From an optimization exercise on the open Yosys and OpenROAD flow, aimed at small area, a short achievable clock period and few clock cycles per item; shortcuts taken in it are not production practice.
Function was checked by simulation only, so behaviour that the tests miss may differ from the original.

==> design.v <==
module bope_geom (
    input  wire        clk,
    input  wire        rst,         
    input  wire        in_valid,
    output wire        in_ready,
    input  wire [1:0]  in_op,       
    input  wire [31:0] in_arg0,     
    input  wire [31:0] in_arg1,     
    input  wire [31:0] in_arg2,     
    input  wire [31:0] in_arg3,     
    input  wire [31:0] in_arg4,     
    output reg         out_valid,
    input  wire        out_ready,
    output reg  [3:0]  out_err,
    output reg  [31:0] out_res0,
    output reg  [31:0] out_res1,
    output reg  [31:0] out_res2
);
    localparam OP_VALIDATE  = 2'd0;
    localparam OP_GEOM      = 2'd1;
    localparam OP_PIXADDR   = 2'd2;
    localparam OP_BYTEXFORM = 2'd3;
    localparam ERR_NONE        = 4'd0;
    localparam ERR_INVALID_FMT = 4'd1;
    localparam ERR_UNSUPPORTED = 4'd5;
    localparam ERR_CONTRACT    = 4'd7;
    localparam ERR_ILLEGAL     = 4'd8;
    wire [5:0] f_depth  = in_arg0[5:0];
    wire       f_bo_msb = in_arg0[6];
    wire       f_bi_msb = in_arg0[7];
    wire [5:0] f_bpp    = in_arg0[13:8];
    wire [1:0] f_family = in_arg0[15:14];
    wire [5:0] f_unit   = in_arg0[21:16];
    wire [5:0] f_pad    = in_arg0[29:24];
    wire       fmt_reserved_bad = (in_arg0[23:22] != 2'd0) || (in_arg0[31:30] != 2'd0);
    wire       fmt_unsupported  = f_family[1];
    wire       is_pk           = (f_family == 2'd1);
    reg [5:0] def_unit;
    always @(*) begin
        if (!is_pk)            def_unit = 6'd32;
        else if (f_bpp == 6'd1) def_unit = 6'd32;
        else if (f_bpp < 6'd8)  def_unit = 6'd8;
        else                    def_unit = f_bpp;
    end
    wire [5:0] unit_d = (f_unit == 6'd0) ? def_unit : f_unit;
    function validate;
        input [5:0] depth;
        input [5:0] bpp;
        input [5:0] unit;
        input       is_packed;
        input [5:0] pad;
        reg ok_common, ok_planar, ok_packed;
        begin
            ok_common = (depth <= bpp) && (bpp <= unit) &&
                        (pad == 6'd8 || pad == 6'd16 || pad == 6'd32);
            ok_planar = (unit == 6'd8 || unit == 6'd16 || unit == 6'd32) && (pad >= bpp);
            ok_packed = (bpp == 6'd4 && unit == 6'd8) ||
                        ((bpp == 6'd8 || bpp == 6'd16 || bpp == 6'd24 || bpp == 6'd32) &&
                         unit == bpp);
            validate = ok_common && (is_packed ? ok_packed : ok_planar);
        end
    endfunction
    wire valid_raw = validate(f_depth, f_bpp, f_unit,  is_pk, f_pad);
    wire valid_def = validate(f_depth, f_bpp, unit_d, is_pk, f_pad);
    wire [15:0] width  = in_arg1[15:0];
    wire [15:0] height = in_arg1[31:16];
    wire [21:0] line_bits = is_pk ? (width * f_bpp) : {6'd0, width};
    reg [18:0] stride;
    always @(*) begin
        case (f_pad)
            6'd8:    stride = (line_bits + 22'd7)  >> 3;
            6'd16:   stride = ((line_bits + 22'd15) >> 4) << 1;
            default: stride = ((line_bits + 22'd31) >> 5) << 2;
        endcase
    end
    wire [33:0] rows_bytes = height * stride;           
    wire [33:0] size       = is_pk ? rows_bytes : rows_bytes * f_depth;
    wire [31:0] px = in_arg2;
    wire [31:0] py = in_arg3;
    wire [31:0] pk = in_arg4;
    wire in_bounds = (px < {16'd0, width}) && (py < {16'd0, height});
    wire plane_ok  = (pk < {26'd0, f_depth});
    reg [1:0] fmask;
    always @(*) begin
        if (!f_bo_msb)             fmask = 2'd0;
        else if (unit_d == 6'd16)  fmask = 2'd1;
        else if (unit_d == 6'd32)  fmask = 2'd3;
        else                       fmask = 2'd0;
    end
    wire [33:0] row_base   = py[15:0] * stride;
    wire [31:0] plane_base = pk[5:0] * rows_bytes;      
    wire [12:0] pl_byte    = px[15:3] ^ {11'd0, fmask};
    wire [31:0] pl_offset  = plane_base + row_base[31:0] + {19'd0, pl_byte};
    wire [2:0]  pl_bitpos  = f_bi_msb ? (3'd7 - px[2:0]) : px[2:0];
    wire [5:0]  pl_planebit = f_bi_msb ? (f_depth - 6'd1 - pk[5:0]) : pk[5:0];
    wire        pk_nibble  = (f_bpp == 6'd4);
    wire [2:0]  pk_nbytes  = f_bpp[5:3];
    wire [17:0] pk_xbytes  = pk_nibble ? {3'd0, px[15:1]} : (px[15:0] * pk_nbytes);
    wire [31:0] pk_offset  = row_base[31:0] + {14'd0, pk_xbytes};
    wire        pk_hi      = (px[0] == 1'b0) == f_bo_msb;
    wire [2:0]  pk_shift   = (pk_nibble && pk_hi) ? 3'd4 : 3'd0;
    wire [2:0]  pk_count   = pk_nibble ? 3'd1 : pk_nbytes;
    wire [7:0] xb  = in_arg0[7:0];
    wire [7:0] xb1 = in_arg0[8] ? {xb[0], xb[1], xb[2], xb[3], xb[4], xb[5], xb[6], xb[7]} : xb;
    wire [7:0] xb2 = in_arg0[9] ? {xb1[3:0], xb1[7:4]} : xb1;
    reg [3:0]  r_err;
    reg [31:0] r_res0, r_res1, r_res2;
    always @(*) begin
        r_err  = ERR_NONE;
        r_res0 = 32'd0;
        r_res1 = 32'd0;
        r_res2 = 32'd0;
        case (in_op)
            OP_VALIDATE: begin
                if (fmt_reserved_bad)     r_err = ERR_ILLEGAL;
                else if (fmt_unsupported) r_err = ERR_UNSUPPORTED;
                else                      r_res0 = {31'd0, valid_raw};
            end
            OP_GEOM: begin
                if (fmt_reserved_bad)     r_err = ERR_ILLEGAL;
                else if (fmt_unsupported) r_err = ERR_UNSUPPORTED;
                else if (!valid_def)      r_err = ERR_INVALID_FMT;
                else begin
                    r_res0 = {13'd0, stride};
                    r_res1 = size[31:0];
                    r_res2 = {30'd0, size[33:32]};
                end
            end
            OP_PIXADDR: begin
                if (fmt_reserved_bad)             r_err = ERR_ILLEGAL;
                else if (fmt_unsupported)         r_err = ERR_UNSUPPORTED;
                else if (!valid_def)              r_err = ERR_INVALID_FMT;
                else if (!in_bounds)              r_err = ERR_CONTRACT;
                else if (!is_pk && !plane_ok)    r_err = ERR_CONTRACT;
                else if (!is_pk) begin
                    r_res0 = pl_offset;
                    r_res1 = {23'd0, 1'b1, 5'd0, pl_bitpos};
                    r_res2 = {26'd0, pl_planebit};
                end else begin
                    r_res0 = pk_offset;
                    r_res1 = {21'd0, pk_count, 5'd0, pk_shift};
                end
            end
            default: begin  
                if (in_arg0[31:10] != 22'd0) r_err = ERR_ILLEGAL;
                else                         r_res0 = {24'd0, xb2};
            end
        endcase
    end
    assign in_ready = !out_valid || out_ready;
    always @(posedge clk) begin
        if (rst) begin
            out_valid <= 1'b0;
        end else if (in_ready) begin
            out_valid <= in_valid;
        end
    end
    always @(posedge clk) begin
        if (in_valid && in_ready) begin
            out_err  <= r_err;
            out_res0 <= r_res0;
            out_res1 <= r_res1;
            out_res2 <= r_res2;
        end
    end
endmodule
==> run.sh <==
#!/bin/bash
# synth_recipe.tcl (not shown) runs the flow's synth.tcl, then flattens the netlist and writes it again
# the make line also repeats each setting of config.mk as NAME=value (left out here)
make -C /OpenROAD-flow-scripts/flow DESIGN_CONFIG=/design/flow/config.mk WORK_HOME=/design/flow/orfs CLKGATE_MAP_FILE= SYNTH_SCRIPT=/design/flow/synth_recipe.tcl finish
==> config.mk <==
export PLATFORM = sky130hd
export DESIGN_NAME = bope_geom
export DESIGN_NICKNAME = bope_geom
export VERILOG_FILES = /design/flow/design.v
export SDC_FILE = /design/flow/constraint.sdc
export NUM_CORES = 4
export LEC_CHECK = 0
export CAP_MARGIN = 20
export CORE_MARGIN = 2
export CORE_UTILIZATION = 40
export SLEW_MARGIN = 20
==> constraint.sdc <==
create_clock -name core_clock -period 22.0 [get_ports {clk}]
set_input_delay 4.4000 -clock core_clock [delete_from_list [all_inputs] [get_ports {clk}]]
set_output_delay 4.4000 -clock core_clock [all_outputs]
set_load 0.01 [all_outputs]
==> flow_summary_export.csv <==
group,metric,value,unit
layout,final_net_count,6809,
floorplanning,fp.dieW,334.5,um
layout,layout-drive-gt1-share,0.03654,
synthesis,ys_warn_count,1,
routing,postRouteAntennaNets,0,
layout,fin_cells,6835,
synthesis,synth_top_area_frac,0.3710,
routing,vias_per_cell,5.461,
floorplanning,num_rows,121,
clock_tree,ctsHoldBuffers,0,
global_route,grt_pass1_wl,227600,um
setup_path,cp_common_cell,"fa_1",
run_status,outcome,"timing/DRC/antenna clean",
synthesis,syn_inst,5289,
synthesis,yosysMostFrequentCell,"inv_1",
routing,firstDrtPassIters,6,
global_route,grt_max_degree,60,
synthesis,synth_area,43700,um^2
synthesis,yosysTopAreaCell,"fa_1",
floorplanning,initial_utilization,0.4026,
clock_tree,cts_made_buffers,9,
synthesis,synth_edf_count,74,
sta,slew_headroom,0.2644,
routing,wl_per_cell,21.29,um
synthesis,async_flop_share,0,
synthesis,yosysSeqAreaShare,0.05130,
sta,worst_pin_slew,1.100,ns
sta,final.setup.tns,0,ns
floorplanning,io_pins,268,
setup_path,crit_path_start_kind,"input port",
global_route,grtUsageTotal,0.2646,
sta,fin_crit,20.86,ns
sta,fin_crit_sh,0.9484,
global_route,antenna_found_initial,5,
layout,syn_to_final_growth,10.17,%
clock_tree,cts_setup_buffers,0,
setup_path,worst_path_max_delay_cell,"a2111oi_0",
synthesis,synth_area_leaders,"fa_1 (37%), ha_1 (12%), inv_1 (8.7%)",
setup_path,r2r-start,"out_valid",
sta,final_max_slew_viol_count,0,
clock_tree,cts-resized-gates,0,
floorplanning,dieHeight,334.5,um
routing,drc_errors,0,
place,dp_hpwl,119200,um
setup_path,crit_path_end_kind,"flip-flop",
sta,fmax,47.93,MHz
worst_hold_path,hold_path.class,"flip-flop to flip-flop",
synthesis,postSynthAreaPerCell,8.263,um^2
routing,totalWireLength,145500,um
layout,utilization,0.4436,
setup_path,cp_data_required_time,22.16,ns
clock_tree,root_buffer,"clkbuf_16",
sta,rsz0062_at_grt,"no",
sta,setup_viol,0,
flow_run,cap_violations,0,
setup_path,arrival,21.02,ns
clock_tree,path_clk_slew,0.08,ns
setup_path,crit_start,"in_arg0[10]",
routing,num_vias,37328,
place,place_inst,6816,
clock_tree,cts_tree,"built",
worst_hold_path,hp-start,"out_valid",
routing,drt-initial-drc-count,2757,
sta,fin_skew,0.02241,ns
setup_path,cp_max_fo,17,
global_route,overflow,0,
sta,finalHoldViolCount,0,
synthesis,netlist_top_cells_count,"inv_1 (1,011), fa_1 (810), nand2_1 (794)",
clock_tree,cts_buffer_depth,2,
sta,holdWs,0.5255,ns
setup_path,slowest_delay,0.72,ns
global_route,grt_pass1_vias,38503,
place,place.gp.congestion,0.9691,
floorplanning,dieArea,111900,um^2
synthesis,yosys_register_bits,75,
clock_tree,clk_latency,0.41,ns
clock_tree,cts.sinks,75,
floorplanning,core_area,108600,um^2
setup_path,worstSetupPathType,"input port to flip-flop",
synthesis,synth_cell_type_count,92,
clock_tree,htree_levels,3,
layout,n_fill_cell,10847,
synthesis,synth_ff_type,"edfxtp_1",
place,io_buffers,241,
## cell usage in the layout, fill, tap and decap left out, types with 14 or more instances in the layout
| cell | synthesis | final |
|---|---|---|
| buf_4 | 26 | 118 |
| fa_1 | 810 | 810 |
| edfxtp_1 | 74 | 74 |
| a31oi_1 | 14 | 14 |
| clkdlybuf4s50_1 | 0 | 241 |
| xnor2_1 | 132 | 128 |
| xor2_1 | 51 | 51 |
| a21o_1 | 83 | 83 |
| ha_1 | 420 | 420 |
| conb_1 | 1 | 26 |
| nand2b_1 | 48 | 47 |
| and3_1 | 37 | 37 |
| a21oi_1 | 204 | 202 |
| nor3_1 | 76 | 75 |
| o21bai_1 | 26 | 26 |
| and2_1 | 341 | 340 |
| a211oi_1 | 38 | 37 |
| nand4_1 | 25 | 25 |
| nand3_1 | 49 | 49 |
| o22ai_1 | 16 | 14 |
| inv_1 | 1011 | 1011 |
| nand2_1 | 794 | 794 |
| o21ai_0 | 102 | 102 |
| o21a_1 | 51 | 51 |
| or3_1 | 21 | 21 |
| nor2b_1 | 32 | 31 |
| nor4_1 | 30 | 28 |
| nor2_1 | 282 | 280 |
| mux2i_1 | 24 | 24 |
## final timing paths
check                endpoint  slack [ns]  cells after the start
hold / removal      out_valid        0.53                      2
hold reg to reg     out_valid        0.53                      2
setup / recovery  out_res2[1]        1.14                     55
setup reg to reg  out_res1[2]       20.02                      3
## cells by family (layout without fill, tap and decap cells)
family | after synthesis | in the layout | share of synthesized area
flip-flops | 75 | 75 | 0.05130
AND/OR/NAND/NOR | 1797 | 1797 | 0.1953
XOR/XNOR | 187 | 187 | 0.03876
adder cells (fa/ha/maj) | 1230 | 1230 | 0.4913
other | 1 | 29 | 0.00008581
AO/OA/AOI/OAI | 681 | 681 | 0.1033
multiplexers | 29 | 29 | 0.006785
buffers and inverters | 1289 | 1393 | 0.1132
## worst max-delay path, delay by kind of cell
kind / cells / cell delay (ns)
adders and majority gates: 15 / 6.97
buffers and inverters: 9 / 1.31
xor gates and xnor gates: 2 / 0.75
AOI/OAI and AO/OA: 16 / 4.94
and+or+nand+nor: 12 / 2.54
muxes: 1 / 0.08
## final cells by class
type                            instances  area, um^2  area share
Multi-Input combinational cell       3950       36740      0.7631
Clock inverter                          7       43.79   0.0009095
Sequential cell                        75        2242     0.04657
Clock buffer                            9       225.2    0.004678
Timing Repair Buffer                  359        3298     0.06850
Inverter                             1018        3821     0.07936
Antenna cell                            3       7.507   0.0001559
Tap cell                             1414        1769     0.03674
## metal layers
metal  part of all wire  global-route usage  wire [um]  vias to the layer above
met5            0.00012                   0         18                        -
met4              0.051              0.1134       7373                        4
met3              0.071             0.03475      10300                      269
met2               0.46              0.4317      66500                     1424
met1               0.42              0.3529      61290                    18906
li1                   -                   -          -                    16725
## stage by stage
stage,area (um^2),setup WS (ns)
2_1_floorplan,43800,2.107
5_1_grt,48150,0.2000
6_report,48150,1.135
3_5_place_dp,47860,0.8411
4_1_cts,48130,1.202
3_3_place_gp,47860,0.9955
## registers in the layout, indices dropped and copies added, names as in the netlist
| register | cells |
|---|---|
| out_err | 4 |
| out_valid | 1 |
| out_res0 | 32 |
| out_res1 | 32 |
| out_res2 | 6 |
Testbench counts, summed over its fixed seeds: cycles 24,008, items 24,000.

==> re-timing with driven ports <==
In the flow no input, the clock included, has a driving cell. The finished layout below was timed again as built, in two steps. Step 1 sets driving cells, clkbuf_16 on the clock port and buf_2 on the other inputs (assumed; they add their load-dependent delay and slew). Step 2 moves the port delays by t, midway between the first and last clock arrival at a register: inputs arrive t later, outputs are due t later. That takes back most of the time a late clock gives input paths. Slacks: ideal ports / drivers / drivers and shift; pairs: ideal ports / drivers.
t (ns): 0.451
slack for setup (ns): 1.135 / 1.163 / 0.713
clock arrival spread, ns: 0.028 / 0.027
worst register clock-pin slew, ns: 0.09 / 0.09
cell pins on the clock port's net: 1
After both steps setup and hold are still met in this run. The setup slack of this run moves by +0.028 ns with the drivers and by -0.422 ns with both steps.
